This is an optimization exercise on Yosys and OpenROAD, whose aim is small area, a short achievable clock period and few clock cycles, not a production implementation. The RTL was checked by simulation tests, not by an equivalence proof against the original design.

--- flow/flow/run.sh ---
#!/bin/bash
# The standard layout, with three changes to how it is made:
#  - ORFS's timing repair aims at a setup margin well beyond what the clock
#    needs (flow/margin.txt), so the resizer works on the real critical paths;
#  - ports are buffered with the smallest buffer instead of a delay cell;
#  - the clock tree uses clkbuf_8, sink clusters of up to 15 flip-flops and no dummy loads.
# Synthesis is the standard one, unchanged. Each step's full output goes to
# its own log here; ORFS keeps per-step logs under orfs/logs.
set -euo pipefail
MARGIN=$(cat flow/margin.txt)
bash standard.sh synth > synth.log 2>&1
bash standard.sh SETUP_SLACK_MARGIN=$MARGIN \
  "BUFFER_PORTS_ARGS=-buffer_cell sky130_fd_sc_hd__buf_1" \
  "CTS_ARGS=-sink_clustering_enable -repair_clock_nets -dont_use_dummy_load -buf_list sky130_fd_sc_hd__clkbuf_8 -sink_clustering_size 15 -sink_clustering_max_diameter 50" \
  finish > layout.log 2>&1
--- flow/flow/margin.txt ---
12
--- flow/standard.sh ---
#!/bin/bash
# synth_recipe.tcl (not shown) runs the flow's synth.tcl, then flattens the netlist and writes it again
# the make line also repeats each setting of config.mk as NAME=value (left out here)
make -C /OpenROAD-flow-scripts/flow DESIGN_CONFIG=/design/flow/config.mk WORK_HOME=/design/flow/orfs CLKGATE_MAP_FILE= SYNTH_SCRIPT=/design/flow/synth_recipe.tcl "${@:-finish}"
--- flow/config.mk ---
export PLATFORM = sky130hd
export DESIGN_NAME = rc6_core
export DESIGN_NICKNAME = rc6_core
export VERILOG_FILES = /design/flow/design.v
export SDC_FILE = /design/flow/constraint.sdc
export NUM_CORES = 4
export LEC_CHECK = 0
export ABC_AREA = 1
export CAP_MARGIN = 20
export CORE_MARGIN = 2
export CORE_UTILIZATION = 30
export PLACE_DENSITY = 0.5
export SLEW_MARGIN = 20
--- flow/constraint.sdc ---
create_clock -name core_clock -period 18.0 [get_ports {clk}]
set_input_delay 3.6000 -clock core_clock [delete_from_list [all_inputs] [get_ports {clk}]]
set_output_delay 3.6000 -clock core_clock [all_outputs]
set_load 0.01 [all_outputs]
--- flow/design.v ---
module rc6_core (
    input  wire         clk,
    input  wire         rst,       
    input  wire         start,
    input  wire [1:0]   op,        
    input  wire [1:0]   klen,      
    input  wire [255:0] key,       
    input  wire [127:0] din,       
    output wire         ready,
    output reg          done,
    output reg          err,
    output reg  [127:0] dout       
);
    localparam [31:0] P32 = 32'hB7E15163;
    localparam [31:0] Q32 = 32'h9E3779B9;
    localparam OP_KEY = 2'd0, OP_ENC = 2'd1, OP_DEC = 2'd2, OP_CLR = 2'd3;
    function [31:0] rotl(input [31:0] x, input [4:0] n);
        reg [31:0] y;
        begin
            y = x;
            if (n[0]) y = {y[30:0], y[31]};
            if (n[1]) y = {y[29:0], y[31:30]};
            if (n[2]) y = {y[27:0], y[31:28]};
            if (n[3]) y = {y[23:0], y[31:24]};
            if (n[4]) y = {y[15:0], y[31:16]};
            rotl = y;
        end
    endfunction
    function [31:0] rotr(input [31:0] x, input [4:0] n);
        reg [31:0] y;
        begin
            y = x;
            if (n[0]) y = {y[0],    y[31:1]};
            if (n[1]) y = {y[1:0],  y[31:2]};
            if (n[2]) y = {y[3:0],  y[31:4]};
            if (n[3]) y = {y[7:0],  y[31:8]};
            if (n[4]) y = {y[15:0], y[31:16]};
            rotr = y;
        end
    endfunction
    function [31:0] f2x2x(input [31:0] x);
        reg [449:0] t;
        reg [31:0] r0, r1;
        begin
            t[0] = x[25] ^ x[12];
            t[1] = x[25] & x[12];
            t[2] = x[26] ^ (x[0] & x[24]);
            t[3] = x[26] & (x[0] & x[24]);
            t[4] = x[27] ^ x[13] ^ (x[0] & x[25]);
            t[5] = (x[27] & x[13]) | (x[27] & (x[0] & x[25])) | (x[13] & (x[0] & x[25]));
            t[6] = (x[1] & x[24]) ^ (x[2] & x[23]);
            t[7] = (x[1] & x[24]) & (x[2] & x[23]);
            t[8] = x[28] ^ (x[0] & x[26]) ^ (x[1] & x[25]);
            t[9] = (x[28] & (x[0] & x[26])) | (x[28] & (x[1] & x[25])) | ((x[0] & x[26]) & (x[1] & x[25]));
            t[10] = (x[2] & x[24]) ^ (x[3] & x[23]);
            t[11] = (x[2] & x[24]) & (x[3] & x[23]);
            t[12] = x[29] ^ x[14] ^ (x[0] & x[27]);
            t[13] = (x[29] & x[14]) | (x[29] & (x[0] & x[27])) | (x[14] & (x[0] & x[27]));
            t[14] = (x[1] & x[26]) ^ (x[2] & x[25]) ^ (x[3] & x[24]);
            t[15] = ((x[1] & x[26]) & (x[2] & x[25])) | ((x[1] & x[26]) & (x[3] & x[24])) | ((x[2] & x[25]) & (x[3] & x[24]));
            t[16] = (x[4] & x[23]) ^ (x[5] & x[22]);
            t[17] = (x[4] & x[23]) & (x[5] & x[22]);
            t[18] = x[30] ^ (x[0] & x[28]) ^ (x[1] & x[27]);
            t[19] = (x[30] & (x[0] & x[28])) | (x[30] & (x[1] & x[27])) | ((x[0] & x[28]) & (x[1] & x[27]));
            t[20] = (x[2] & x[26]) ^ (x[3] & x[25]) ^ (x[4] & x[24]);
            t[21] = ((x[2] & x[26]) & (x[3] & x[25])) | ((x[2] & x[26]) & (x[4] & x[24])) | ((x[3] & x[25]) & (x[4] & x[24]));
            t[22] = (x[5] & x[23]) ^ (x[6] & x[22]);
            t[23] = (x[5] & x[23]) & (x[6] & x[22]);
            t[24] = x[31] ^ x[15] ^ (x[0] & x[29]);
            t[25] = (x[31] & x[15]) | (x[31] & (x[0] & x[29])) | (x[15] & (x[0] & x[29]));
            t[26] = (x[1] & x[28]) ^ (x[2] & x[27]) ^ (x[3] & x[26]);
            t[27] = ((x[1] & x[28]) & (x[2] & x[27])) | ((x[1] & x[28]) & (x[3] & x[26])) | ((x[2] & x[27]) & (x[3] & x[26]));
            t[28] = (x[4] & x[25]) ^ (x[5] & x[24]) ^ (x[6] & x[23]);
            t[29] = ((x[4] & x[25]) & (x[5] & x[24])) | ((x[4] & x[25]) & (x[6] & x[23])) | ((x[5] & x[24]) & (x[6] & x[23]));
            t[30] = (x[7] & x[22]) ^ (x[8] & x[21]);
            t[31] = (x[7] & x[22]) & (x[8] & x[21]);
            t[32] = x[17] ^ x[8];
            t[33] = x[17] & x[8];
            t[34] = x[18] ^ (x[0] & x[16]);
            t[35] = x[18] & (x[0] & x[16]);
            t[36] = x[19] ^ x[9] ^ (x[0] & x[17]);
            t[37] = (x[19] & x[9]) | (x[19] & (x[0] & x[17])) | (x[9] & (x[0] & x[17]));
            t[38] = (x[1] & x[16]) ^ (x[2] & x[15]);
            t[39] = (x[1] & x[16]) & (x[2] & x[15]);
            t[40] = x[20] ^ (x[0] & x[18]) ^ (x[1] & x[17]);
            t[41] = (x[20] & (x[0] & x[18])) | (x[20] & (x[1] & x[17])) | ((x[0] & x[18]) & (x[1] & x[17]));
            t[42] = (x[2] & x[16]) ^ (x[3] & x[15]);
            t[43] = (x[2] & x[16]) & (x[3] & x[15]);
            t[44] = x[21] ^ x[10] ^ (x[0] & x[19]);
            t[45] = (x[21] & x[10]) | (x[21] & (x[0] & x[19])) | (x[10] & (x[0] & x[19]));
            t[46] = (x[1] & x[18]) ^ (x[2] & x[17]) ^ (x[3] & x[16]);
            t[47] = ((x[1] & x[18]) & (x[2] & x[17])) | ((x[1] & x[18]) & (x[3] & x[16])) | ((x[2] & x[17]) & (x[3] & x[16]));
            t[48] = (x[4] & x[15]) ^ (x[5] & x[14]);
            t[49] = (x[4] & x[15]) & (x[5] & x[14]);
            t[50] = x[22] ^ (x[0] & x[20]) ^ (x[1] & x[19]);
            t[51] = (x[22] & (x[0] & x[20])) | (x[22] & (x[1] & x[19])) | ((x[0] & x[20]) & (x[1] & x[19]));
            t[52] = (x[2] & x[18]) ^ (x[3] & x[17]) ^ (x[4] & x[16]);
            t[53] = ((x[2] & x[18]) & (x[3] & x[17])) | ((x[2] & x[18]) & (x[4] & x[16])) | ((x[3] & x[17]) & (x[4] & x[16]));
            t[54] = (x[5] & x[15]) ^ (x[6] & x[14]);
            t[55] = (x[5] & x[15]) & (x[6] & x[14]);
            t[56] = x[23] ^ x[11] ^ (x[0] & x[21]);
            t[57] = (x[23] & x[11]) | (x[23] & (x[0] & x[21])) | (x[11] & (x[0] & x[21]));
            t[58] = (x[1] & x[20]) ^ (x[2] & x[19]) ^ (x[3] & x[18]);
            t[59] = ((x[1] & x[20]) & (x[2] & x[19])) | ((x[1] & x[20]) & (x[3] & x[18])) | ((x[2] & x[19]) & (x[3] & x[18]));
            t[60] = (x[4] & x[17]) ^ (x[5] & x[16]) ^ (x[6] & x[15]);
            t[61] = ((x[4] & x[17]) & (x[5] & x[16])) | ((x[4] & x[17]) & (x[6] & x[15])) | ((x[5] & x[16]) & (x[6] & x[15]));
            t[62] = (x[7] & x[14]) ^ (x[8] & x[13]);
            t[63] = (x[7] & x[14]) & (x[8] & x[13]);
            t[64] = x[24] ^ (x[0] & x[22]) ^ (x[1] & x[21]);
            t[65] = (x[24] & (x[0] & x[22])) | (x[24] & (x[1] & x[21])) | ((x[0] & x[22]) & (x[1] & x[21]));
            t[66] = (x[2] & x[20]) ^ (x[3] & x[19]) ^ (x[4] & x[18]);
            t[67] = ((x[2] & x[20]) & (x[3] & x[19])) | ((x[2] & x[20]) & (x[4] & x[18])) | ((x[3] & x[19]) & (x[4] & x[18]));
            t[68] = (x[5] & x[17]) ^ (x[6] & x[16]) ^ (x[7] & x[15]);
            t[69] = ((x[5] & x[17]) & (x[6] & x[16])) | ((x[5] & x[17]) & (x[7] & x[15])) | ((x[6] & x[16]) & (x[7] & x[15]));
            t[70] = (x[8] & x[14]) ^ (x[9] & x[13]);
            t[71] = (x[8] & x[14]) & (x[9] & x[13]);
            t[72] = (x[0] & x[23]) ^ (x[1] & x[22]) ^ (x[2] & x[21]);
            t[73] = ((x[0] & x[23]) & (x[1] & x[22])) | ((x[0] & x[23]) & (x[2] & x[21])) | ((x[1] & x[22]) & (x[2] & x[21]));
            t[74] = (x[3] & x[20]) ^ (x[4] & x[19]) ^ (x[5] & x[18]);
            t[75] = ((x[3] & x[20]) & (x[4] & x[19])) | ((x[3] & x[20]) & (x[5] & x[18])) | ((x[4] & x[19]) & (x[5] & x[18]));
            t[76] = (x[6] & x[17]) ^ (x[7] & x[16]) ^ (x[8] & x[15]);
            t[77] = ((x[6] & x[17]) & (x[7] & x[16])) | ((x[6] & x[17]) & (x[8] & x[15])) | ((x[7] & x[16]) & (x[8] & x[15]));
            t[78] = (x[9] & x[14]) ^ (x[10] & x[13]) ^ (x[11] & x[12]);
            t[79] = ((x[9] & x[14]) & (x[10] & x[13])) | ((x[9] & x[14]) & (x[11] & x[12])) | ((x[10] & x[13]) & (x[11] & x[12]));
            t[80] = (x[1] & x[23]) ^ (x[2] & x[22]) ^ (x[3] & x[21]);
            t[81] = ((x[1] & x[23]) & (x[2] & x[22])) | ((x[1] & x[23]) & (x[3] & x[21])) | ((x[2] & x[22]) & (x[3] & x[21]));
            t[82] = (x[4] & x[20]) ^ (x[5] & x[19]) ^ (x[6] & x[18]);
            t[83] = ((x[4] & x[20]) & (x[5] & x[19])) | ((x[4] & x[20]) & (x[6] & x[18])) | ((x[5] & x[19]) & (x[6] & x[18]));
            t[84] = (x[7] & x[17]) ^ (x[8] & x[16]) ^ (x[9] & x[15]);
            t[85] = ((x[7] & x[17]) & (x[8] & x[16])) | ((x[7] & x[17]) & (x[9] & x[15])) | ((x[8] & x[16]) & (x[9] & x[15]));
            t[86] = (x[10] & x[14]) ^ (x[11] & x[13]) ^ t[2];
            t[87] = ((x[10] & x[14]) & (x[11] & x[13])) | ((x[10] & x[14]) & t[2]) | ((x[11] & x[13]) & t[2]);
            t[88] = (x[3] & x[22]) ^ (x[4] & x[21]) ^ (x[5] & x[20]);
            t[89] = ((x[3] & x[22]) & (x[4] & x[21])) | ((x[3] & x[22]) & (x[5] & x[20])) | ((x[4] & x[21]) & (x[5] & x[20]));
            t[90] = (x[6] & x[19]) ^ (x[7] & x[18]) ^ (x[8] & x[17]);
            t[91] = ((x[6] & x[19]) & (x[7] & x[18])) | ((x[6] & x[19]) & (x[8] & x[17])) | ((x[7] & x[18]) & (x[8] & x[17]));
            t[92] = (x[9] & x[16]) ^ (x[10] & x[15]) ^ (x[11] & x[14]);
            t[93] = ((x[9] & x[16]) & (x[10] & x[15])) | ((x[9] & x[16]) & (x[11] & x[14])) | ((x[10] & x[15]) & (x[11] & x[14]));
            t[94] = (x[12] & x[13]) ^ t[4] ^ t[6];
            t[95] = ((x[12] & x[13]) & t[4]) | ((x[12] & x[13]) & t[6]) | (t[4] & t[6]);
            t[96] = (x[4] & x[22]) ^ (x[5] & x[21]) ^ (x[6] & x[20]);
            t[97] = ((x[4] & x[22]) & (x[5] & x[21])) | ((x[4] & x[22]) & (x[6] & x[20])) | ((x[5] & x[21]) & (x[6] & x[20]));
            t[98] = (x[7] & x[19]) ^ (x[8] & x[18]) ^ (x[9] & x[17]);
            t[99] = ((x[7] & x[19]) & (x[8] & x[18])) | ((x[7] & x[19]) & (x[9] & x[17])) | ((x[8] & x[18]) & (x[9] & x[17]));
            t[100] = (x[10] & x[16]) ^ (x[11] & x[15]) ^ (x[12] & x[14]);
            t[101] = ((x[10] & x[16]) & (x[11] & x[15])) | ((x[10] & x[16]) & (x[12] & x[14])) | ((x[11] & x[15]) & (x[12] & x[14]));
            t[102] = t[8] ^ t[10] ^ t[5];
            t[103] = (t[8] & t[10]) | (t[8] & t[5]) | (t[10] & t[5]);
            t[104] = (x[6] & x[21]) ^ (x[7] & x[20]) ^ (x[8] & x[19]);
            t[105] = ((x[6] & x[21]) & (x[7] & x[20])) | ((x[6] & x[21]) & (x[8] & x[19])) | ((x[7] & x[20]) & (x[8] & x[19]));
            t[106] = (x[9] & x[18]) ^ (x[10] & x[17]) ^ (x[11] & x[16]);
            t[107] = ((x[9] & x[18]) & (x[10] & x[17])) | ((x[9] & x[18]) & (x[11] & x[16])) | ((x[10] & x[17]) & (x[11] & x[16]));
            t[108] = (x[12] & x[15]) ^ (x[13] & x[14]) ^ t[12];
            t[109] = ((x[12] & x[15]) & (x[13] & x[14])) | ((x[12] & x[15]) & t[12]) | ((x[13] & x[14]) & t[12]);
            t[110] = t[14] ^ t[16] ^ t[9];
            t[111] = (t[14] & t[16]) | (t[14] & t[9]) | (t[16] & t[9]);
            t[112] = (x[7] & x[21]) ^ (x[8] & x[20]) ^ (x[9] & x[19]);
            t[113] = ((x[7] & x[21]) & (x[8] & x[20])) | ((x[7] & x[21]) & (x[9] & x[19])) | ((x[8] & x[20]) & (x[9] & x[19]));
            t[114] = (x[10] & x[18]) ^ (x[11] & x[17]) ^ (x[12] & x[16]);
            t[115] = ((x[10] & x[18]) & (x[11] & x[17])) | ((x[10] & x[18]) & (x[12] & x[16])) | ((x[11] & x[17]) & (x[12] & x[16]));
            t[116] = (x[13] & x[15]) ^ t[18] ^ t[20];
            t[117] = ((x[13] & x[15]) & t[18]) | ((x[13] & x[15]) & t[20]) | (t[18] & t[20]);
            t[118] = t[22] ^ t[13] ^ t[15];
            t[119] = (t[22] & t[13]) | (t[22] & t[15]) | (t[13] & t[15]);
            t[120] = (x[9] & x[20]) ^ (x[10] & x[19]) ^ (x[11] & x[18]);
            t[121] = ((x[9] & x[20]) & (x[10] & x[19])) | ((x[9] & x[20]) & (x[11] & x[18])) | ((x[10] & x[19]) & (x[11] & x[18]));
            t[122] = (x[12] & x[17]) ^ (x[13] & x[16]) ^ (x[14] & x[15]);
            t[123] = ((x[12] & x[17]) & (x[13] & x[16])) | ((x[12] & x[17]) & (x[14] & x[15])) | ((x[13] & x[16]) & (x[14] & x[15]));
            t[124] = t[24] ^ t[26] ^ t[28];
            t[125] = (t[24] & t[26]) | (t[24] & t[28]) | (t[26] & t[28]);
            t[126] = t[30] ^ t[19] ^ t[21];
            t[127] = (t[30] & t[19]) | (t[30] & t[21]) | (t[19] & t[21]);
            t[128] = x[11] ^ x[5];
            t[129] = x[11] & x[5];
            t[130] = x[12] ^ (x[0] & x[10]);
            t[131] = x[12] & (x[0] & x[10]);
            t[132] = x[13] ^ x[6] ^ (x[0] & x[11]);
            t[133] = (x[13] & x[6]) | (x[13] & (x[0] & x[11])) | (x[6] & (x[0] & x[11]));
            t[134] = (x[1] & x[10]) ^ (x[2] & x[9]);
            t[135] = (x[1] & x[10]) & (x[2] & x[9]);
            t[136] = x[14] ^ (x[0] & x[12]) ^ (x[1] & x[11]);
            t[137] = (x[14] & (x[0] & x[12])) | (x[14] & (x[1] & x[11])) | ((x[0] & x[12]) & (x[1] & x[11]));
            t[138] = (x[2] & x[10]) ^ (x[3] & x[9]);
            t[139] = (x[2] & x[10]) & (x[3] & x[9]);
            t[140] = x[15] ^ x[7] ^ (x[0] & x[13]);
            t[141] = (x[15] & x[7]) | (x[15] & (x[0] & x[13])) | (x[7] & (x[0] & x[13]));
            t[142] = (x[1] & x[12]) ^ (x[2] & x[11]) ^ (x[3] & x[10]);
            t[143] = ((x[1] & x[12]) & (x[2] & x[11])) | ((x[1] & x[12]) & (x[3] & x[10])) | ((x[2] & x[11]) & (x[3] & x[10]));
            t[144] = (x[4] & x[9]) ^ (x[5] & x[8]);
            t[145] = (x[4] & x[9]) & (x[5] & x[8]);
            t[146] = x[16] ^ (x[0] & x[14]) ^ (x[1] & x[13]);
            t[147] = (x[16] & (x[0] & x[14])) | (x[16] & (x[1] & x[13])) | ((x[0] & x[14]) & (x[1] & x[13]));
            t[148] = (x[2] & x[12]) ^ (x[3] & x[11]) ^ (x[4] & x[10]);
            t[149] = ((x[2] & x[12]) & (x[3] & x[11])) | ((x[2] & x[12]) & (x[4] & x[10])) | ((x[3] & x[11]) & (x[4] & x[10]));
            t[150] = (x[5] & x[9]) ^ (x[6] & x[8]);
            t[151] = (x[5] & x[9]) & (x[6] & x[8]);
            t[152] = (x[0] & x[15]) ^ (x[1] & x[14]) ^ (x[2] & x[13]);
            t[153] = ((x[0] & x[15]) & (x[1] & x[14])) | ((x[0] & x[15]) & (x[2] & x[13])) | ((x[1] & x[14]) & (x[2] & x[13]));
            t[154] = (x[3] & x[12]) ^ (x[4] & x[11]) ^ (x[5] & x[10]);
            t[155] = ((x[3] & x[12]) & (x[4] & x[11])) | ((x[3] & x[12]) & (x[5] & x[10])) | ((x[4] & x[11]) & (x[5] & x[10]));
            t[156] = (x[6] & x[9]) ^ (x[7] & x[8]) ^ t[32];
            t[157] = ((x[6] & x[9]) & (x[7] & x[8])) | ((x[6] & x[9]) & t[32]) | ((x[7] & x[8]) & t[32]);
            t[158] = (x[1] & x[15]) ^ (x[2] & x[14]) ^ (x[3] & x[13]);
            t[159] = ((x[1] & x[15]) & (x[2] & x[14])) | ((x[1] & x[15]) & (x[3] & x[13])) | ((x[2] & x[14]) & (x[3] & x[13]));
            t[160] = (x[4] & x[12]) ^ (x[5] & x[11]) ^ (x[6] & x[10]);
            t[161] = ((x[4] & x[12]) & (x[5] & x[11])) | ((x[4] & x[12]) & (x[6] & x[10])) | ((x[5] & x[11]) & (x[6] & x[10]));
            t[162] = (x[7] & x[9]) ^ t[34] ^ t[33];
            t[163] = ((x[7] & x[9]) & t[34]) | ((x[7] & x[9]) & t[33]) | (t[34] & t[33]);
            t[164] = (x[3] & x[14]) ^ (x[4] & x[13]) ^ (x[5] & x[12]);
            t[165] = ((x[3] & x[14]) & (x[4] & x[13])) | ((x[3] & x[14]) & (x[5] & x[12])) | ((x[4] & x[13]) & (x[5] & x[12]));
            t[166] = (x[6] & x[11]) ^ (x[7] & x[10]) ^ (x[8] & x[9]);
            t[167] = ((x[6] & x[11]) & (x[7] & x[10])) | ((x[6] & x[11]) & (x[8] & x[9])) | ((x[7] & x[10]) & (x[8] & x[9]));
            t[168] = t[36] ^ t[38] ^ t[35];
            t[169] = (t[36] & t[38]) | (t[36] & t[35]) | (t[38] & t[35]);
            t[170] = (x[4] & x[14]) ^ (x[5] & x[13]) ^ (x[6] & x[12]);
            t[171] = ((x[4] & x[14]) & (x[5] & x[13])) | ((x[4] & x[14]) & (x[6] & x[12])) | ((x[5] & x[13]) & (x[6] & x[12]));
            t[172] = (x[7] & x[11]) ^ (x[8] & x[10]) ^ t[40];
            t[173] = ((x[7] & x[11]) & (x[8] & x[10])) | ((x[7] & x[11]) & t[40]) | ((x[8] & x[10]) & t[40]);
            t[174] = t[42] ^ t[37] ^ t[39];
            t[175] = (t[42] & t[37]) | (t[42] & t[39]) | (t[37] & t[39]);
            t[176] = (x[6] & x[13]) ^ (x[7] & x[12]) ^ (x[8] & x[11]);
            t[177] = ((x[6] & x[13]) & (x[7] & x[12])) | ((x[6] & x[13]) & (x[8] & x[11])) | ((x[7] & x[12]) & (x[8] & x[11]));
            t[178] = (x[9] & x[10]) ^ t[44] ^ t[46];
            t[179] = ((x[9] & x[10]) & t[44]) | ((x[9] & x[10]) & t[46]) | (t[44] & t[46]);
            t[180] = t[48] ^ t[41] ^ t[43];
            t[181] = (t[48] & t[41]) | (t[48] & t[43]) | (t[41] & t[43]);
            t[182] = (x[7] & x[13]) ^ (x[8] & x[12]) ^ (x[9] & x[11]);
            t[183] = ((x[7] & x[13]) & (x[8] & x[12])) | ((x[7] & x[13]) & (x[9] & x[11])) | ((x[8] & x[12]) & (x[9] & x[11]));
            t[184] = t[50] ^ t[52] ^ t[54];
            t[185] = (t[50] & t[52]) | (t[50] & t[54]) | (t[52] & t[54]);
            t[186] = t[45] ^ t[47] ^ t[49];
            t[187] = (t[45] & t[47]) | (t[45] & t[49]) | (t[47] & t[49]);
            t[188] = (x[9] & x[12]) ^ (x[10] & x[11]) ^ t[56];
            t[189] = ((x[9] & x[12]) & (x[10] & x[11])) | ((x[9] & x[12]) & t[56]) | ((x[10] & x[11]) & t[56]);
            t[190] = t[58] ^ t[60] ^ t[62];
            t[191] = (t[58] & t[60]) | (t[58] & t[62]) | (t[60] & t[62]);
            t[192] = t[51] ^ t[53] ^ t[55];
            t[193] = (t[51] & t[53]) | (t[51] & t[55]) | (t[53] & t[55]);
            t[194] = (x[10] & x[12]) ^ t[64] ^ t[66];
            t[195] = ((x[10] & x[12]) & t[64]) | ((x[10] & x[12]) & t[66]) | (t[64] & t[66]);
            t[196] = t[68] ^ t[70] ^ t[57];
            t[197] = (t[68] & t[70]) | (t[68] & t[57]) | (t[70] & t[57]);
            t[198] = t[59] ^ t[61] ^ t[63];
            t[199] = (t[59] & t[61]) | (t[59] & t[63]) | (t[61] & t[63]);
            t[200] = t[0] ^ t[72] ^ t[74];
            t[201] = (t[0] & t[72]) | (t[0] & t[74]) | (t[72] & t[74]);
            t[202] = t[76] ^ t[78] ^ t[65];
            t[203] = (t[76] & t[78]) | (t[76] & t[65]) | (t[78] & t[65]);
            t[204] = t[67] ^ t[69] ^ t[71];
            t[205] = (t[67] & t[69]) | (t[67] & t[71]) | (t[69] & t[71]);
            t[206] = t[1] ^ t[80] ^ t[82];
            t[207] = (t[1] & t[80]) | (t[1] & t[82]) | (t[80] & t[82]);
            t[208] = t[84] ^ t[86] ^ t[73];
            t[209] = (t[84] & t[86]) | (t[84] & t[73]) | (t[86] & t[73]);
            t[210] = t[75] ^ t[77] ^ t[79];
            t[211] = (t[75] & t[77]) | (t[75] & t[79]) | (t[77] & t[79]);
            t[212] = t[3] ^ t[88] ^ t[90];
            t[213] = (t[3] & t[88]) | (t[3] & t[90]) | (t[88] & t[90]);
            t[214] = t[92] ^ t[94] ^ t[81];
            t[215] = (t[92] & t[94]) | (t[92] & t[81]) | (t[94] & t[81]);
            t[216] = t[83] ^ t[85] ^ t[87];
            t[217] = (t[83] & t[85]) | (t[83] & t[87]) | (t[85] & t[87]);
            t[218] = t[7] ^ t[96] ^ t[98];
            t[219] = (t[7] & t[96]) | (t[7] & t[98]) | (t[96] & t[98]);
            t[220] = t[100] ^ t[102] ^ t[89];
            t[221] = (t[100] & t[102]) | (t[100] & t[89]) | (t[102] & t[89]);
            t[222] = t[91] ^ t[93] ^ t[95];
            t[223] = (t[91] & t[93]) | (t[91] & t[95]) | (t[93] & t[95]);
            t[224] = t[11] ^ t[104] ^ t[106];
            t[225] = (t[11] & t[104]) | (t[11] & t[106]) | (t[104] & t[106]);
            t[226] = t[108] ^ t[110] ^ t[97];
            t[227] = (t[108] & t[110]) | (t[108] & t[97]) | (t[110] & t[97]);
            t[228] = t[99] ^ t[101] ^ t[103];
            t[229] = (t[99] & t[101]) | (t[99] & t[103]) | (t[101] & t[103]);
            t[230] = t[17] ^ t[112] ^ t[114];
            t[231] = (t[17] & t[112]) | (t[17] & t[114]) | (t[112] & t[114]);
            t[232] = t[116] ^ t[118] ^ t[105];
            t[233] = (t[116] & t[118]) | (t[116] & t[105]) | (t[118] & t[105]);
            t[234] = t[107] ^ t[109] ^ t[111];
            t[235] = (t[107] & t[109]) | (t[107] & t[111]) | (t[109] & t[111]);
            t[236] = t[23] ^ t[120] ^ t[122];
            t[237] = (t[23] & t[120]) | (t[23] & t[122]) | (t[120] & t[122]);
            t[238] = t[124] ^ t[126] ^ t[113];
            t[239] = (t[124] & t[126]) | (t[124] & t[113]) | (t[126] & t[113]);
            t[240] = t[115] ^ t[117] ^ t[119];
            t[241] = (t[115] & t[117]) | (t[115] & t[119]) | (t[117] & t[119]);
            t[242] = x[7] ^ x[3];
            t[243] = x[7] & x[3];
            t[244] = x[8] ^ (x[0] & x[6]);
            t[245] = x[8] & (x[0] & x[6]);
            t[246] = x[9] ^ x[4] ^ (x[0] & x[7]);
            t[247] = (x[9] & x[4]) | (x[9] & (x[0] & x[7])) | (x[4] & (x[0] & x[7]));
            t[248] = (x[1] & x[6]) ^ (x[2] & x[5]);
            t[249] = (x[1] & x[6]) & (x[2] & x[5]);
            t[250] = x[10] ^ (x[0] & x[8]) ^ (x[1] & x[7]);
            t[251] = (x[10] & (x[0] & x[8])) | (x[10] & (x[1] & x[7])) | ((x[0] & x[8]) & (x[1] & x[7]));
            t[252] = (x[2] & x[6]) ^ (x[3] & x[5]);
            t[253] = (x[2] & x[6]) & (x[3] & x[5]);
            t[254] = (x[0] & x[9]) ^ (x[1] & x[8]) ^ (x[2] & x[7]);
            t[255] = ((x[0] & x[9]) & (x[1] & x[8])) | ((x[0] & x[9]) & (x[2] & x[7])) | ((x[1] & x[8]) & (x[2] & x[7]));
            t[256] = (x[3] & x[6]) ^ (x[4] & x[5]) ^ t[128];
            t[257] = ((x[3] & x[6]) & (x[4] & x[5])) | ((x[3] & x[6]) & t[128]) | ((x[4] & x[5]) & t[128]);
            t[258] = (x[1] & x[9]) ^ (x[2] & x[8]) ^ (x[3] & x[7]);
            t[259] = ((x[1] & x[9]) & (x[2] & x[8])) | ((x[1] & x[9]) & (x[3] & x[7])) | ((x[2] & x[8]) & (x[3] & x[7]));
            t[260] = (x[4] & x[6]) ^ t[130] ^ t[129];
            t[261] = ((x[4] & x[6]) & t[130]) | ((x[4] & x[6]) & t[129]) | (t[130] & t[129]);
            t[262] = (x[3] & x[8]) ^ (x[4] & x[7]) ^ (x[5] & x[6]);
            t[263] = ((x[3] & x[8]) & (x[4] & x[7])) | ((x[3] & x[8]) & (x[5] & x[6])) | ((x[4] & x[7]) & (x[5] & x[6]));
            t[264] = t[132] ^ t[134] ^ t[131];
            t[265] = (t[132] & t[134]) | (t[132] & t[131]) | (t[134] & t[131]);
            t[266] = (x[4] & x[8]) ^ (x[5] & x[7]) ^ t[136];
            t[267] = ((x[4] & x[8]) & (x[5] & x[7])) | ((x[4] & x[8]) & t[136]) | ((x[5] & x[7]) & t[136]);
            t[268] = t[138] ^ t[133] ^ t[135];
            t[269] = (t[138] & t[133]) | (t[138] & t[135]) | (t[133] & t[135]);
            t[270] = (x[6] & x[7]) ^ t[140] ^ t[142];
            t[271] = ((x[6] & x[7]) & t[140]) | ((x[6] & x[7]) & t[142]) | (t[140] & t[142]);
            t[272] = t[144] ^ t[137] ^ t[139];
            t[273] = (t[144] & t[137]) | (t[144] & t[139]) | (t[137] & t[139]);
            t[274] = t[146] ^ t[148] ^ t[150];
            t[275] = (t[146] & t[148]) | (t[146] & t[150]) | (t[148] & t[150]);
            t[276] = t[141] ^ t[143] ^ t[145];
            t[277] = (t[141] & t[143]) | (t[141] & t[145]) | (t[143] & t[145]);
            t[278] = t[152] ^ t[154] ^ t[156];
            t[279] = (t[152] & t[154]) | (t[152] & t[156]) | (t[154] & t[156]);
            t[280] = t[147] ^ t[149] ^ t[151];
            t[281] = (t[147] & t[149]) | (t[147] & t[151]) | (t[149] & t[151]);
            t[282] = t[158] ^ t[160] ^ t[162];
            t[283] = (t[158] & t[160]) | (t[158] & t[162]) | (t[160] & t[162]);
            t[284] = t[153] ^ t[155] ^ t[157];
            t[285] = (t[153] & t[155]) | (t[153] & t[157]) | (t[155] & t[157]);
            t[286] = t[164] ^ t[166] ^ t[168];
            t[287] = (t[164] & t[166]) | (t[164] & t[168]) | (t[166] & t[168]);
            t[288] = t[159] ^ t[161] ^ t[163];
            t[289] = (t[159] & t[161]) | (t[159] & t[163]) | (t[161] & t[163]);
            t[290] = t[170] ^ t[172] ^ t[174];
            t[291] = (t[170] & t[172]) | (t[170] & t[174]) | (t[172] & t[174]);
            t[292] = t[165] ^ t[167] ^ t[169];
            t[293] = (t[165] & t[167]) | (t[165] & t[169]) | (t[167] & t[169]);
            t[294] = t[176] ^ t[178] ^ t[180];
            t[295] = (t[176] & t[178]) | (t[176] & t[180]) | (t[178] & t[180]);
            t[296] = t[171] ^ t[173] ^ t[175];
            t[297] = (t[171] & t[173]) | (t[171] & t[175]) | (t[173] & t[175]);
            t[298] = t[182] ^ t[184] ^ t[186];
            t[299] = (t[182] & t[184]) | (t[182] & t[186]) | (t[184] & t[186]);
            t[300] = t[177] ^ t[179] ^ t[181];
            t[301] = (t[177] & t[179]) | (t[177] & t[181]) | (t[179] & t[181]);
            t[302] = t[188] ^ t[190] ^ t[192];
            t[303] = (t[188] & t[190]) | (t[188] & t[192]) | (t[190] & t[192]);
            t[304] = t[183] ^ t[185] ^ t[187];
            t[305] = (t[183] & t[185]) | (t[183] & t[187]) | (t[185] & t[187]);
            t[306] = t[194] ^ t[196] ^ t[198];
            t[307] = (t[194] & t[196]) | (t[194] & t[198]) | (t[196] & t[198]);
            t[308] = t[189] ^ t[191] ^ t[193];
            t[309] = (t[189] & t[191]) | (t[189] & t[193]) | (t[191] & t[193]);
            t[310] = t[200] ^ t[202] ^ t[204];
            t[311] = (t[200] & t[202]) | (t[200] & t[204]) | (t[202] & t[204]);
            t[312] = t[195] ^ t[197] ^ t[199];
            t[313] = (t[195] & t[197]) | (t[195] & t[199]) | (t[197] & t[199]);
            t[314] = t[206] ^ t[208] ^ t[210];
            t[315] = (t[206] & t[208]) | (t[206] & t[210]) | (t[208] & t[210]);
            t[316] = t[201] ^ t[203] ^ t[205];
            t[317] = (t[201] & t[203]) | (t[201] & t[205]) | (t[203] & t[205]);
            t[318] = t[212] ^ t[214] ^ t[216];
            t[319] = (t[212] & t[214]) | (t[212] & t[216]) | (t[214] & t[216]);
            t[320] = t[207] ^ t[209] ^ t[211];
            t[321] = (t[207] & t[209]) | (t[207] & t[211]) | (t[209] & t[211]);
            t[322] = t[218] ^ t[220] ^ t[222];
            t[323] = (t[218] & t[220]) | (t[218] & t[222]) | (t[220] & t[222]);
            t[324] = t[213] ^ t[215] ^ t[217];
            t[325] = (t[213] & t[215]) | (t[213] & t[217]) | (t[215] & t[217]);
            t[326] = t[224] ^ t[226] ^ t[228];
            t[327] = (t[224] & t[226]) | (t[224] & t[228]) | (t[226] & t[228]);
            t[328] = t[219] ^ t[221] ^ t[223];
            t[329] = (t[219] & t[221]) | (t[219] & t[223]) | (t[221] & t[223]);
            t[330] = t[230] ^ t[232] ^ t[234];
            t[331] = (t[230] & t[232]) | (t[230] & t[234]) | (t[232] & t[234]);
            t[332] = t[225] ^ t[227] ^ t[229];
            t[333] = (t[225] & t[227]) | (t[225] & t[229]) | (t[227] & t[229]);
            t[334] = t[236] ^ t[238] ^ t[240];
            t[335] = (t[236] & t[238]) | (t[236] & t[240]) | (t[238] & t[240]);
            t[336] = t[231] ^ t[233] ^ t[235];
            t[337] = (t[231] & t[233]) | (t[231] & t[235]) | (t[233] & t[235]);
            t[338] = x[5] ^ x[2];
            t[339] = x[5] & x[2];
            t[340] = x[6] ^ (x[0] & x[4]);
            t[341] = x[6] & (x[0] & x[4]);
            t[342] = (x[0] & x[5]) ^ (x[1] & x[4]) ^ (x[2] & x[3]);
            t[343] = ((x[0] & x[5]) & (x[1] & x[4])) | ((x[0] & x[5]) & (x[2] & x[3])) | ((x[1] & x[4]) & (x[2] & x[3]));
            t[344] = (x[1] & x[5]) ^ (x[2] & x[4]) ^ t[244];
            t[345] = ((x[1] & x[5]) & (x[2] & x[4])) | ((x[1] & x[5]) & t[244]) | ((x[2] & x[4]) & t[244]);
            t[346] = (x[3] & x[4]) ^ t[246] ^ t[248];
            t[347] = ((x[3] & x[4]) & t[246]) | ((x[3] & x[4]) & t[248]) | (t[246] & t[248]);
            t[348] = t[250] ^ t[252] ^ t[247];
            t[349] = (t[250] & t[252]) | (t[250] & t[247]) | (t[252] & t[247]);
            t[350] = t[254] ^ t[256] ^ t[251];
            t[351] = (t[254] & t[256]) | (t[254] & t[251]) | (t[256] & t[251]);
            t[352] = t[258] ^ t[260] ^ t[255];
            t[353] = (t[258] & t[260]) | (t[258] & t[255]) | (t[260] & t[255]);
            t[354] = t[262] ^ t[264] ^ t[259];
            t[355] = (t[262] & t[264]) | (t[262] & t[259]) | (t[264] & t[259]);
            t[356] = t[266] ^ t[268] ^ t[263];
            t[357] = (t[266] & t[268]) | (t[266] & t[263]) | (t[268] & t[263]);
            t[358] = t[270] ^ t[272] ^ t[267];
            t[359] = (t[270] & t[272]) | (t[270] & t[267]) | (t[272] & t[267]);
            t[360] = t[274] ^ t[276] ^ t[271];
            t[361] = (t[274] & t[276]) | (t[274] & t[271]) | (t[276] & t[271]);
            t[362] = t[278] ^ t[280] ^ t[275];
            t[363] = (t[278] & t[280]) | (t[278] & t[275]) | (t[280] & t[275]);
            t[364] = t[282] ^ t[284] ^ t[279];
            t[365] = (t[282] & t[284]) | (t[282] & t[279]) | (t[284] & t[279]);
            t[366] = t[286] ^ t[288] ^ t[283];
            t[367] = (t[286] & t[288]) | (t[286] & t[283]) | (t[288] & t[283]);
            t[368] = t[290] ^ t[292] ^ t[287];
            t[369] = (t[290] & t[292]) | (t[290] & t[287]) | (t[292] & t[287]);
            t[370] = t[294] ^ t[296] ^ t[291];
            t[371] = (t[294] & t[296]) | (t[294] & t[291]) | (t[296] & t[291]);
            t[372] = t[298] ^ t[300] ^ t[295];
            t[373] = (t[298] & t[300]) | (t[298] & t[295]) | (t[300] & t[295]);
            t[374] = t[302] ^ t[304] ^ t[299];
            t[375] = (t[302] & t[304]) | (t[302] & t[299]) | (t[304] & t[299]);
            t[376] = t[306] ^ t[308] ^ t[303];
            t[377] = (t[306] & t[308]) | (t[306] & t[303]) | (t[308] & t[303]);
            t[378] = t[310] ^ t[312] ^ t[307];
            t[379] = (t[310] & t[312]) | (t[310] & t[307]) | (t[312] & t[307]);
            t[380] = t[314] ^ t[316] ^ t[311];
            t[381] = (t[314] & t[316]) | (t[314] & t[311]) | (t[316] & t[311]);
            t[382] = t[318] ^ t[320] ^ t[315];
            t[383] = (t[318] & t[320]) | (t[318] & t[315]) | (t[320] & t[315]);
            t[384] = t[322] ^ t[324] ^ t[319];
            t[385] = (t[322] & t[324]) | (t[322] & t[319]) | (t[324] & t[319]);
            t[386] = t[326] ^ t[328] ^ t[323];
            t[387] = (t[326] & t[328]) | (t[326] & t[323]) | (t[328] & t[323]);
            t[388] = t[330] ^ t[332] ^ t[327];
            t[389] = (t[330] & t[332]) | (t[330] & t[327]) | (t[332] & t[327]);
            t[390] = t[334] ^ t[336] ^ t[331];
            t[391] = (t[334] & t[336]) | (t[334] & t[331]) | (t[336] & t[331]);
            t[392] = x[3] ^ x[1];
            t[393] = x[3] & x[1];
            t[394] = x[4] ^ (x[0] & x[2]);
            t[395] = x[4] & (x[0] & x[2]);
            t[396] = (x[0] & x[3]) ^ (x[1] & x[2]) ^ t[338];
            t[397] = ((x[0] & x[3]) & (x[1] & x[2])) | ((x[0] & x[3]) & t[338]) | ((x[1] & x[2]) & t[338]);
            t[398] = (x[1] & x[3]) ^ t[340] ^ t[339];
            t[399] = ((x[1] & x[3]) & t[340]) | ((x[1] & x[3]) & t[339]) | (t[340] & t[339]);
            t[400] = t[242] ^ t[342] ^ t[341];
            t[401] = (t[242] & t[342]) | (t[242] & t[341]) | (t[342] & t[341]);
            t[402] = t[243] ^ t[344] ^ t[343];
            t[403] = (t[243] & t[344]) | (t[243] & t[343]) | (t[344] & t[343]);
            t[404] = t[245] ^ t[346] ^ t[345];
            t[405] = (t[245] & t[346]) | (t[245] & t[345]) | (t[346] & t[345]);
            t[406] = t[249] ^ t[348] ^ t[347];
            t[407] = (t[249] & t[348]) | (t[249] & t[347]) | (t[348] & t[347]);
            t[408] = t[253] ^ t[350] ^ t[349];
            t[409] = (t[253] & t[350]) | (t[253] & t[349]) | (t[350] & t[349]);
            t[410] = t[257] ^ t[352] ^ t[351];
            t[411] = (t[257] & t[352]) | (t[257] & t[351]) | (t[352] & t[351]);
            t[412] = t[261] ^ t[354] ^ t[353];
            t[413] = (t[261] & t[354]) | (t[261] & t[353]) | (t[354] & t[353]);
            t[414] = t[265] ^ t[356] ^ t[355];
            t[415] = (t[265] & t[356]) | (t[265] & t[355]) | (t[356] & t[355]);
            t[416] = t[269] ^ t[358] ^ t[357];
            t[417] = (t[269] & t[358]) | (t[269] & t[357]) | (t[358] & t[357]);
            t[418] = t[273] ^ t[360] ^ t[359];
            t[419] = (t[273] & t[360]) | (t[273] & t[359]) | (t[360] & t[359]);
            t[420] = t[277] ^ t[362] ^ t[361];
            t[421] = (t[277] & t[362]) | (t[277] & t[361]) | (t[362] & t[361]);
            t[422] = t[281] ^ t[364] ^ t[363];
            t[423] = (t[281] & t[364]) | (t[281] & t[363]) | (t[364] & t[363]);
            t[424] = t[285] ^ t[366] ^ t[365];
            t[425] = (t[285] & t[366]) | (t[285] & t[365]) | (t[366] & t[365]);
            t[426] = t[289] ^ t[368] ^ t[367];
            t[427] = (t[289] & t[368]) | (t[289] & t[367]) | (t[368] & t[367]);
            t[428] = t[293] ^ t[370] ^ t[369];
            t[429] = (t[293] & t[370]) | (t[293] & t[369]) | (t[370] & t[369]);
            t[430] = t[297] ^ t[372] ^ t[371];
            t[431] = (t[297] & t[372]) | (t[297] & t[371]) | (t[372] & t[371]);
            t[432] = t[301] ^ t[374] ^ t[373];
            t[433] = (t[301] & t[374]) | (t[301] & t[373]) | (t[374] & t[373]);
            t[434] = t[305] ^ t[376] ^ t[375];
            t[435] = (t[305] & t[376]) | (t[305] & t[375]) | (t[376] & t[375]);
            t[436] = t[309] ^ t[378] ^ t[377];
            t[437] = (t[309] & t[378]) | (t[309] & t[377]) | (t[378] & t[377]);
            t[438] = t[313] ^ t[380] ^ t[379];
            t[439] = (t[313] & t[380]) | (t[313] & t[379]) | (t[380] & t[379]);
            t[440] = t[317] ^ t[382] ^ t[381];
            t[441] = (t[317] & t[382]) | (t[317] & t[381]) | (t[382] & t[381]);
            t[442] = t[321] ^ t[384] ^ t[383];
            t[443] = (t[321] & t[384]) | (t[321] & t[383]) | (t[384] & t[383]);
            t[444] = t[325] ^ t[386] ^ t[385];
            t[445] = (t[325] & t[386]) | (t[325] & t[385]) | (t[386] & t[385]);
            t[446] = t[329] ^ t[388] ^ t[387];
            t[447] = (t[329] & t[388]) | (t[329] & t[387]) | (t[388] & t[387]);
            t[448] = t[333] ^ t[390] ^ t[389];
            t[449] = (t[333] & t[390]) | (t[333] & t[389]) | (t[390] & t[389]);
            r0[0] = x[0];
            r1[0] = 1'b0;
            r0[1] = x[1];
            r1[1] = x[0];
            r0[2] = x[2];
            r1[2] = 1'b0;
            r0[3] = (x[0] & x[1]);
            r1[3] = t[392];
            r0[4] = t[394];
            r1[4] = t[393];
            r0[5] = t[396];
            r1[5] = t[395];
            r0[6] = t[398];
            r1[6] = t[397];
            r0[7] = t[400];
            r1[7] = t[399];
            r0[8] = t[402];
            r1[8] = t[401];
            r0[9] = t[404];
            r1[9] = t[403];
            r0[10] = t[406];
            r1[10] = t[405];
            r0[11] = t[408];
            r1[11] = t[407];
            r0[12] = t[410];
            r1[12] = t[409];
            r0[13] = t[412];
            r1[13] = t[411];
            r0[14] = t[414];
            r1[14] = t[413];
            r0[15] = t[416];
            r1[15] = t[415];
            r0[16] = t[418];
            r1[16] = t[417];
            r0[17] = t[420];
            r1[17] = t[419];
            r0[18] = t[422];
            r1[18] = t[421];
            r0[19] = t[424];
            r1[19] = t[423];
            r0[20] = t[426];
            r1[20] = t[425];
            r0[21] = t[428];
            r1[21] = t[427];
            r0[22] = t[430];
            r1[22] = t[429];
            r0[23] = t[432];
            r1[23] = t[431];
            r0[24] = t[434];
            r1[24] = t[433];
            r0[25] = t[436];
            r1[25] = t[435];
            r0[26] = t[438];
            r1[26] = t[437];
            r0[27] = t[440];
            r1[27] = t[439];
            r0[28] = t[442];
            r1[28] = t[441];
            r0[29] = t[444];
            r1[29] = t[443];
            r0[30] = t[446];
            r1[30] = t[445];
            r0[31] = t[448];
            r1[31] = t[447];
            f2x2x = r0 + r1;
        end
    endfunction
    function [31:0] ffun(input [31:0] x);
        reg [31:0] p;
        begin
            p    = f2x2x(x);
            ffun = {p[26:0], p[31:27]};
        end
    endfunction
    function [31:0] bkadd(input [31:0] a, input [31:0] b, input ci);
        reg [31:0] g, p, c;
        integer i, d;
        begin
            g = a & b;
            p = a ^ b;
            g[0] = g[0] | (p[0] & ci);
            for (d = 1; d < 32; d = d * 2)
                for (i = 2 * d - 1; i < 32; i = i + 2 * d) begin
                    g[i] = g[i] | (p[i] & g[i-d]);
                    p[i] = p[i] & p[i-d];
                end
            for (d = 8; d >= 1; d = d / 2)
                for (i = 3 * d - 1; i < 32; i = i + 2 * d) begin
                    g[i] = g[i] | (p[i] & g[i-d]);
                    p[i] = p[i] & p[i-d];
                end
            c = {g[30:0], ci};
            bkadd = a ^ b ^ c;
        end
    endfunction
    function [63:0] kstep(input [31:0] sa, input [31:0] l, input [31:0] b);
        reg [31:0] x, t, ti, an, z, us, uc, ts, tc;
        reg [3:0]  lo;
        reg [4:0]  y;
        begin
            x  = sa + b;
            us = l ^ b ^ (sa << 3);
            uc = ((l & b) | (l & (sa << 3)) | (b & (sa << 3))) << 1;
            ts = us ^ uc ^ (b << 3);
            tc = ((us & uc) | (us & (b << 3)) | (uc & (b << 3))) << 1;
            t  = ts + tc;
            ti = ts + tc + 32'd8;
            lo = {1'b0, t[2:0]} + {1'b0, x[31:29]};
            z  = {lo[3] ? ti[31:3] : t[31:3], lo[2:0]};
            an = {x[28:0], x[31:29]};
            y  = an[4:0] + b[4:0];
            kstep = {rotl(z, y), an};
        end
    endfunction
    reg          key_valid;
    reg          kbusy;         
    reg  [7:0]   km;            
    reg  [5:0]   ph;            
    reg          pend;          
    reg          pend_key;      
    reg          pend_err;
    reg          ready_r;
    reg  [63:0]  x0;            
    reg  [63:0]  x21;           
    reg  [1279:0] ring;         
    reg  [255:0] lw;            
    reg  [1:0]   lsz;           
    reg  [31:0]  ra, rb, rc, rd;
    reg          rv, renc, rtyp;
    reg  [4:0]   rj;            
    reg  [3:0]   rdn;           
    reg  [31:0]  pa, pb, pc, pd, pm1, pm2;
    reg          pv, penc, ptyp;
    reg  [4:0]   pj;
    reg  [3:0]   pdn;
    reg  [63:0]  sp;            
    reg          sv, senc;
    reg          rl;            
    reg          al;            
    wire [63:0] kx  = kstep(ra, lw[31:0], rb);
    wire [31:0] ka  = kx[31:0];
    wire [31:0] kb  = kx[63:32];
    wire [31:0] s_n = (km < 8'd43) ? bkadd(x0[31:0], Q32, 1'b0) : x0[63:32];    
    wire        key_end = kbusy && (km == 8'd131);
    wire [31:0] m1 = ffun(rb);
    wire [31:0] m2 = ffun(rd);
    wire [9:0] dn_hot = 10'd1 << rdn;
    wire [21:0] wsel = {renc & rtyp, renc & !rtyp,
                        {10{!renc & rtyp}} & dn_hot, {10{!renc & !rtyp}} & dn_hot};
    reg  [63:0] snext;
    integer wi;
    always @(*) begin
        snext = 64'd0;
        for (wi = 0; wi < 10; wi = wi + 1) begin
            snext = snext | ({64{wsel[wi]}}      & {ring[32*(4*wi+1) +: 32], ring[32*(4*wi) +: 32]});
            snext = snext | ({64{wsel[10+wi]}}   & {ring[32*(4*wi) +: 32], ring[32*((4*wi+39)%40) +: 32]});
        end
        snext = snext | ({64{wsel[20]}} & {ring[32*39 +: 32], ring[32*38 +: 32]});
        snext = snext | ({64{wsel[21]}} & {ring[32*38 +: 32], ring[32*37 +: 32]});
    end
    wire [31:0] v_d = pa - sp[63:32];
    wire [31:0] v_b = pc - sp[31:0];
    wire [31:0] q_d = rotl(penc ? pa ^ pm1 : {v_d[30:0], v_d[31]}, penc ? pm2[4:0] : ~pm1[4:0]);
    wire [31:0] q_b = rotl(penc ? pc ^ pm2 : {v_b[30:0], v_b[31]}, penc ? pm1[4:0] : ~pm2[4:0]);
    wire [31:0] e_d = q_d + sp[31:0];
    wire [31:0] e_b = q_b + sp[63:32];
    wire [31:0] d_b = q_b ^ pm1;
    wire [31:0] d_d = q_d ^ pm2;
    wire        plast = pv && (pj == 5'd20);
    wire [31:0] w1 = pb + (penc ? x21[31:0]  : ~x0[31:0])  + {31'd0, !penc};
    wire [31:0] w2 = pd + (penc ? x21[63:32] : ~x0[63:32]) + {31'd0, !penc};
    wire [31:0] i_a = senc ? lw[31:0]  : lw[63:32];
    wire [31:0] i_b = bkadd(senc ? lw[63:32]  : lw[31:0],  senc ? x0[31:0]  : ~x21[31:0],  !senc);
    wire [31:0] i_c = senc ? lw[95:64] : lw[127:96];
    wire [31:0] i_d = bkadd(senc ? lw[127:96] : lw[95:64], senc ? x0[63:32] : ~x21[63:32], !senc);
    assign ready = ready_r;
    wire acc     = start && ready_r;
    wire acc_blk = acc && (op == OP_ENC || op == OP_DEC) && key_valid;
    wire acc_oth = acc && !acc_blk;
    wire acc_key = acc && (op == OP_KEY) && (klen != 2'd3);
    wire empty   = !rv && !pv && !sv;
    wire go      = pend && empty;
    wire go_key  = go && pend_key;
    wire go_imm  = go && !pend_key;
    wire pend_n  = !rst && (acc_oth || (pend && !go));
    wire kbusy_n = !rst && (go_key || (kbusy && !key_end));
    wire kv_n    = !rst && (key_end || (key_valid && !(acc && (op == OP_CLR || acc_key))));
    wire rv_n    = !rst && (sv || (pv && !plast));
    wire rl_n    = !sv && (pj == 5'd19);
    wire al_n    = rst || kbusy || (ph == 6'd39) || (ph == 6'd0);
    wire ready_n = !pend_n && !kbusy_n && (!rv_n || rl_n) && (!kv_n || al_n);
    always @(posedge clk) begin
        done <= !rst && (plast || go_imm || key_end);
        err  <= !plast && go_imm && pend_err;
        dout <= penc ? {e_d, w2, e_b, w1} : {w2, d_d, w1, d_b};
        pend      <= pend_n;
        kbusy     <= kbusy_n;
        key_valid <= kv_n;
        ready_r   <= ready_n;
        al        <= al_n;
        if (!pend) begin
            pend_key <= (op == OP_KEY) && (klen != 2'd3);
            pend_err <= (op != OP_CLR) && !((op == OP_KEY) && (klen != 2'd3));
        end
        sv   <= !rst && acc_blk;
        senc <= (op == OP_ENC);
        if (kbusy) begin
            lw[223:0]   <= lw[255:32];
            lw[127:96]  <= (lsz == 2'd0) ? kb : lw[159:128];
            lw[191:160] <= (lsz == 2'd1) ? kb : lw[223:192];
            lw[255:224] <= kb;
        end else if (!pend) begin
            lw[255:128] <= key[255:128];
            lw[127:0]   <= (op == OP_KEY) ? key[127:0] : din;
            lsz         <= klen;
        end
        if (rst || kbusy)
            ph <= 6'd0;
        else
            ph <= (ph == 6'd39) ? 6'd0 : ph + 6'd1;
        if (go_key)
            km <= 8'd0;
        else
            km <= km + 8'd1;
        if (go_key)
            x0[31:0] <= P32;
        else if (kbusy)
            x0[31:0] <= s_n;
        if (kbusy) begin
            x0[63:32]  <= ring[31:0];
            ring       <= {x21[31:0], ring[1279:32]};
            x21        <= {ka, x21[63:32]};
        end else begin
            ring <= {ring[31:0], ring[1279:32]};
        end
        pa  <= ra;
        pb  <= rb;
        pc  <= rc;
        pd  <= rd;
        pm1 <= m1;
        pm2 <= m2;
        sp  <= snext;
        pv   <= !rst && rv;
        penc <= renc;
        ptyp <= rtyp;
        pj   <= rj;
        pdn  <= rdn;
        rv <= rv_n;
        rl <= rl_n;
        if (sv) begin
            ra   <= i_a;
            rb   <= i_b;
            renc <= senc;
            rtyp <= ph[1];
            rj   <= 5'd1;
            rdn  <= 4'd9;
        end else if (go_key) begin
            ra <= P32;
            rb <= 32'd0;
        end else if (kbusy) begin
            ra <= s_n + ka;
            rb <= kb;
        end else begin
            ra   <= pb;
            rb   <= penc ? e_b : d_b;
            renc <= penc;
            rtyp <= ptyp;
            rj   <= pj + 5'd1;
            rdn  <= (pdn == 4'd0) ? 4'd9 : pdn - 4'd1;
        end
        rc <= sv ? i_c : pd;
        rd <= sv ? i_d : (penc ? e_d : d_d);
    end
endmodule
==> out/qor.yml <==
end_kind: "register"
hold_path_class: "register to register"
grt_overflow: 0
area_delta_synth_final_pct: 13.58
critical_path.most_common_cell: "fa_1"
crit_path_cell_trace: "fa_1 -> fa_1 -> inv_1 -> fa_1 -> fa_1 -> fa_1 -> inv_1 -> fa_1 -> ha_1 -> a21o_1 -> a21o_1 -> a221oi_1 -> xor2_1"
clock_latency_ns: 1.12
syn_nets: 15470
num_rows: 226
cts_hold_buf: 0
cts_sinks: 2224
start_util: 0.3017
final_area_sq_mm: 0.1299
via_per_inst: 5.280
clockBufferDepth: 4
hold_slack_ns: 0.2684
die_w_um: 621.5
syn_avg_cell_area_sq_um: 8.104
portBuffers: 521
fin_tns_setup_ns: 0
fmax_ghz: 0.1712
num_io_pins: 522
synthArstFlopShare: 0
slew_headroom: 0.1540
grt_setup_unrepaired: "yes"
cp-start-kind: "register"
period_share: 0.3245
synthFlopType: "dfxtp_1"
synth-edff-count: 358
path_class: "register to register"
coreArea_sq_mm: 0.3792
crit_path_max_fanout: 8
synth_top_cell_by_area: "dfxtp_1"
syn-cell-area_sq_mm: 0.1144
clock-root-buffer: "clkbuf_8"
worst_slew_pin_slew_ns: 1.256
crit_required_ns: 18.96
layout-drive-gt1-share: 0.09382
crit_buf_inv: 2
yosysTopAreaCellShare: 0.3265
critPathArrivalTime_ns: 6.80
clk_pin_slew_ns: 0.09
status: "timing/DRC/antenna clean"
antenna_left: 0
setup_viol: 0
ys_seq_elements: 2224
seq_area_frac_synth: 0.4205
cts_made_buffers: 238
critPathSlowestCell: "dfxtp_1"
max_stage_delay_ns: 0.98
cts_tree: "built"
synth_cell_types: 68
r2r_slack_ns: 12.16
grt_pass1_wl_um: 769600
drv_slew: 0
grt_use_total: 0.2821
cp_top_family: "adder cells"
timing.max_cap.violations: 0
place_congestion: 1.071
nets: 15950
wirelength_um: 566300
hold_viol: 0
antenna_found_initial: 84
fin_crit_ns: 5.840
die_h_um: 621.5
synthTopCellsByArea: "dfxtp_1 (33%), nand2_1 (11%), edfxtp_1 (9.4%)"
drc: 0
wl_per_cell_um: 28.77
die-area_sq_mm: 0.3863
grt_max_degree: 159
dr_total_vias: 103900
h-tree-depth: 4
drtIter0Drc: 11540
first_pass_iters: 6
grt_pass1_vias: 96810
syn_inst: 14120
dpl-instance-area_sq_mm: 0.1223
finClkSkew_ns: 0.1533
dpl.hpwl_um: 447000
ys.warnings.count: 1
==> cells by family (layout without fill, tap and decap cells) <==
logic type | after synthesis | after routing | share of synthesized area
AO/OA/AOI/OAI | 2390 | 2390 | 0.1237
XOR/XNOR | 322 | 322 | 0.02465
adder cells (fa/ha/maj) | 960 | 960 | 0.1355
buffers and inverters | 2379 | 2853 | 0.07845
flip-flops | 2224 | 2224 | 0.4205
multiplexers | 11 | 11 | 0.0009624
other | 0 | 74 | 0
AND/OR/NAND/NOR | 5832 | 5832 | 0.2163
==> area by class of cell <==
| type | instances | area [sq um] |
|---|---|---|
| Fill cell | 40270 | 249300 |
| Sequential cell | 2224 | 48290 |
| Timing Repair Buffer | 796 | 4363 |
| Antenna cell | 74 | 185.2 |
| Timing Repair inverter | 1 | 7.507 |
| Inverter | 1818 | 6868 |
| Tap cell | 5016 | 6276 |
| Multi-Input combinational cell | 9515 | 60680 |
| Clock buffer | 238 | 3276 |
==> layout by cell type (no fill, tap or decap), types with 33 or more instances in the layout <==
cell,n
nand2_1,3408
dfxtp_1,1776
inv_1,1774
nand3_1,916
o21ai_0,777
nor2_1,685
a21oi_1,654
buf_1,521
fa_1,462
ha_1,450
edfxtp_1,358
buf_4,245
clkbuf_8,239
nand3_2,210
xnor2_1,158
xor2_1,155
nand4_1,154
a221oi_1,139
or2_2,103
o21ai_1,102
nand2_2,94
a22oi_1,91
nand3_4,76
diode_2,74
o211ai_1,64
dfxtp_2,62
o22ai_1,60
o21a_1,56
a22o_1,56
nor3_1,51
o21ai_2,44
a211oi_1,44
a21o_1,40
a31oi_1,40
o2111ai_1,34
a21oi_2,33
==> worst paths after layout <==
check | from | end | cells after the start
setup / recovery | rb[27] | pm1[4] | 13
hold / removal | ring[587] | ring[555] | 0
setup reg to reg | rb[27] | pm1[4] | 13
hold reg to reg | ring[587] | ring[555] | 0
==> registers in the layout, indices dropped and copies added, names as in the netlist, 32 cells and up <==
name  cells
x21      64
lw      256
ring   1280
rd       32
dout    128
pa       32
sp       64
pm1      32
pc       32
rc       32
ra       32
rb       32
x0       64
pm2      32
==> metrics by stage <==
step                utilization  instances  setup slack, ns
floorplan                     -      14120            12.20
global route             0.3425      19660            11.93
finish                   0.3427      19680            12.16
detailed placement       0.3225      19290            10.55
global placement         0.3225      19290            10.65
CTS                      0.3341      19550            11.96
==> cell usage after synthesis, drive strengths merged (57+ instances only) <==
| library cell | n |
|---|---|
| o211ai | 64 |
| edfxtp | 358 |
| nand2 | 3515 |
| or2 | 107 |
| o22ai | 61 |
| ha | 495 |
| a22oi | 92 |
| buf | 95 |
| xor2 | 163 |
| fa | 465 |
| o21ai | 931 |
| xnor2 | 159 |
| inv | 1801 |
| a21oi | 696 |
| dfxtp | 1866 |
| clkbuf | 466 |
| nor2 | 741 |
| nor3 | 57 |
| a221oi | 139 |
| nand4 | 154 |
| nand3 | 1202 |
==> per-layer routing <==
| metal | global-route usage | vias to the layer above | share of wire |
|---|---|---|---|
| met5 | 0 | - | 0.00037 |
| met4 | 0.1783 | 32 | 0.076 |
| met3 | 0.04492 | 1023 | 0.078 |
| met2 | 0.4327 | 4760 | 0.43 |
| met1 | 0.3697 | 51060 | 0.41 |
| li1 | - | 47040 | - |
==> what timing repair did <==
action | in CTS | in global routing
setup endpoints to repair | 220 | 209
pin swaps | 22 | 133
setup buffers | 18 | 57
hold endpoints to repair | 0 | 0
resized for setup | 243 | 597
gates cloned | 2 | 2
Testbench counts, summed over its fixed seeds: cycles 18,632.

## re-timing with driven ports
How much do the figures lean on ideal ports? The routed layout below was timed once more, with nothing changed but the port constraints. Step 1 (the two cells are an assumption about what drives the block):
set clk [get_ports {clk}]
set_driving_cell -lib_cell sky130_fd_sc_hd__clkbuf_16 $clk
set_driving_cell -lib_cell sky130_fd_sc_hd__buf_2 [delete_from_list [all_inputs] $clk]
Step 2 also shifts input and output timing later by t, the mid clock arrival at the registers, as if the neighbouring blocks saw the same clock. Three values: ideal ports, drivers, drivers and shift; two values: the first two.
t, ns: 1.147
slack for setup (ns): 12.160 / 12.160 / 11.524
latest minus earliest clock arrival (ns): 0.153 / 0.153
worst data-port slew with drivers (ns): 0.17
After both steps this run still meets setup and hold. For this run, drivers alone change the setup slack by 0.000 ns; drivers and shift together by -0.636 ns.
